This design comes from an exercise in tuning for small area, a short achievable clock period and few clock cycles per item on the open sky130 flow, not from production work.
Only simulation tests tie the RTL to the original design; equivalence was not proved.
Power figures rest on the tool's default switching activity, not on a simulated workload.

yarrow:
## wpk_codec
module wpk_codec (
    input  wire        clk,
    input  wire        rst,
    input  wire        s_valid,
    output wire        s_ready,
    input  wire [63:0] s_data,
    output wire        m_valid,
    input  wire        m_ready,
    output wire [63:0] m_data,
    output wire        m_last
);
Size: about 11000 cells after synthesis, about 5000 flip-flops, about 0.14 mm^2 of cells after synthesis.
export LEC_CHECK = 0
export ABC_AREA = 1
export CAP_MARGIN = 40
export CORE_MARGIN = 2
export CORE_UTILIZATION = 50
export CTS_CLUSTER_DIAMETER = 120
export CTS_CLUSTER_SIZE = 20
export SETUP_SLACK_MARGIN = 5
export SLEW_MARGIN = 20
export SYNTH_MEMORY_MAX_BITS = 8192
create_clock -name core_clock -period 10.0 [get_ports {clk}]
standard.sh (not shown) runs the stock make flow with config.mk's settings and CLKGATE_MAP_FILE= SYNTH_SCRIPT=/design/flow/synth_recipe.tcl, a recipe that flattens the netlist after the stock synthesis.
==> flow/flow/run.sh <==
#!/bin/bash
set -euo pipefail
bash standard.sh SETUP_SLACK_MARGIN=6.5 finish > standard.log 2>&1
Testbench counts of yarrow, summed over its fixed seeds: cycles 25,778, jobs 384.
[inputs] nickel vs yarrow
==> flow/config.mk <==
export PLATFORM = sky130hd
export DESIGN_NAME = wpk_codec
export DESIGN_NICKNAME = wpk_codec
export VERILOG_FILES = /design/flow/design.v
export SDC_FILE = /design/flow/constraint.sdc
export NUM_CORES = 4
export LEC_CHECK = 0
export ABC_CLOCK_PERIOD_IN_PS = 3000
export CAP_MARGIN = 40
export CORE_MARGIN = 2
export CORE_UTILIZATION = 50
export CTS_CLUSTER_DIAMETER = 100
export CTS_CLUSTER_SIZE = 24
export SETUP_SLACK_MARGIN = 5
export SLEW_MARGIN = 20
export SYNTH_MEMORY_MAX_BITS = 8192
[summary]
- Relative to yarrow, the count of inverters other than clock inverters in the layout measured on nickel has decreased by more than half.
- Higher routed wire length was reported by yarrow, not nickel.
- The cell depth of the worst setup path of nickel is lower than that of yarrow.
- Maximum level of the CTS H-tree (higher): yarrow
- nickel ends up with lower design area than yarrow does.
- Against yarrow as the reference, nickel delivers a higher maximum number of pins on one net before global-route repair.
- yarrow has a higher relative area change from synthesis to final layout than nickel.
Inputs modified between nickel and sierra:
-- flow/config.mk --
<<< nickel, line 10
export CORE_MARGIN = 2
export CORE_UTILIZATION = 50
export CTS_CLUSTER_DIAMETER = 100
export CTS_CLUSTER_SIZE = 24
export SETUP_SLACK_MARGIN = 5
export SLEW_MARGIN = 20
>>> sierra, line 10
export CORE_MARGIN = 2
export CORE_UTILIZATION = 50
export CTS_CLUSTER_DIAMETER = 120
export CTS_CLUSTER_SIZE = 20
export SETUP_SLACK_MARGIN = 5
export SLEW_MARGIN = 20
--- outcome ---
- Cell leakage power, sierra and nickel: higher on sierra
- Note that the count of clock-buffer cells in the layout recorded for nickel amounts to 0.815 times the value seen in sierra.
- Non-clock buffer count: sierra lower than nickel

========
Another version of the RTL of wpk_codec (not shown whole).
Size: about 140 I/O pins.
==> flow/design.v (excerpt) <==
module wpk_codec (
    input  wire        clk,
    input  wire        rst,
    input  wire        s_valid,
    output wire        s_ready,
    input  wire [63:0] s_data,
    output wire        m_valid,
    input  wire        m_ready,
    output wire [63:0] m_data,
    output wire        m_last
);
export LEC_CHECK = 0
export ABC_CLOCK_PERIOD_IN_PS = 2500
export CAP_MARGIN = 40
export CORE_MARGIN = 2
export CORE_UTILIZATION = 50
export CTS_CLUSTER_DIAMETER = 120
export CTS_CLUSTER_SIZE = 20
export SETUP_SLACK_MARGIN = 5
export SLEW_MARGIN = 20
export SYNTH_MEMORY_MAX_BITS = 8192
create_clock -name core_clock -period 10.0 [get_ports {clk}]
Scripts as last shown in full above: flow/flow/run.sh
Testbench counts at the start, summed over its fixed seeds: cycles 25,778, jobs 384.
Edit:
Settings changed: ABC_CLOCK_PERIOD_IN_PS 2500 to 3000, CTS_CLUSTER_DIAMETER 120 to 100, CTS_CLUSTER_SIZE 20 to 24.
After rerunning: Via count falls by 0.78%. Sequential share of layout area increases by 0.81 points. Sequential power is about the same. Wire length drops by 1.1%. Core utilization went down by 0.65 points. Cell count goes down by 0.56%. Maximum frequency decreases by 0.45%. Setup slack got worse by 16 ps. Synthesized area stays the same. Design area came out lower by 1.1%. Total power falls by 3.3%.

## port drivers added, routing unchanged
No port has a modelled driver above. Below, the same layouts with a new extraction and two added sets of constraints. Step 1 assumes that a clkbuf_16 drives the clock port and a buf_2 every other input. Step 2 times the ports against the registers' clock, not the clock port: input delays grow and output delays shrink by t, the midpoint of the rising clock arrivals with the driver on. Three values: ideal, step 1, step 2; two values: the first two.
| run | t (ns) | setup slack, ns | hold slack, ns | worst setup path after step 2 | worst slew at a driven data input, ns |
|---|---|---|---|---|---|
| yarrow | 0.993 | 4.941 / 4.941 / 4.941 | 0.299 / 0.299 / 0.299 | register to register | 0.06 |
| nickel | 0.990 | 6.399 / 6.299 / 5.549 | 0.300 / 0.300 / 0.300 | input to register | 0.18 |
| sierra | 0.983 | 6.361 / 6.256 / 5.524 | 0.297 / 0.297 / 0.297 | input to register | 0.19 |
| the first run of note 2 | 0.982 | 6.344 / 6.245 / 5.704 | 0.251 / 0.251 / 0.251 | input to register | 0.09 |
| the second run of note 2 | 1.006 | 6.327 / 6.230 / 5.662 | 0.227 / 0.227 / 0.227 | input to register | 0.08 |
After both steps setup and hold are still met in every run listed. For nickel, which loses most, drivers alone change the setup slack by -0.100 ns; drivers and shift together by -0.850 ns.
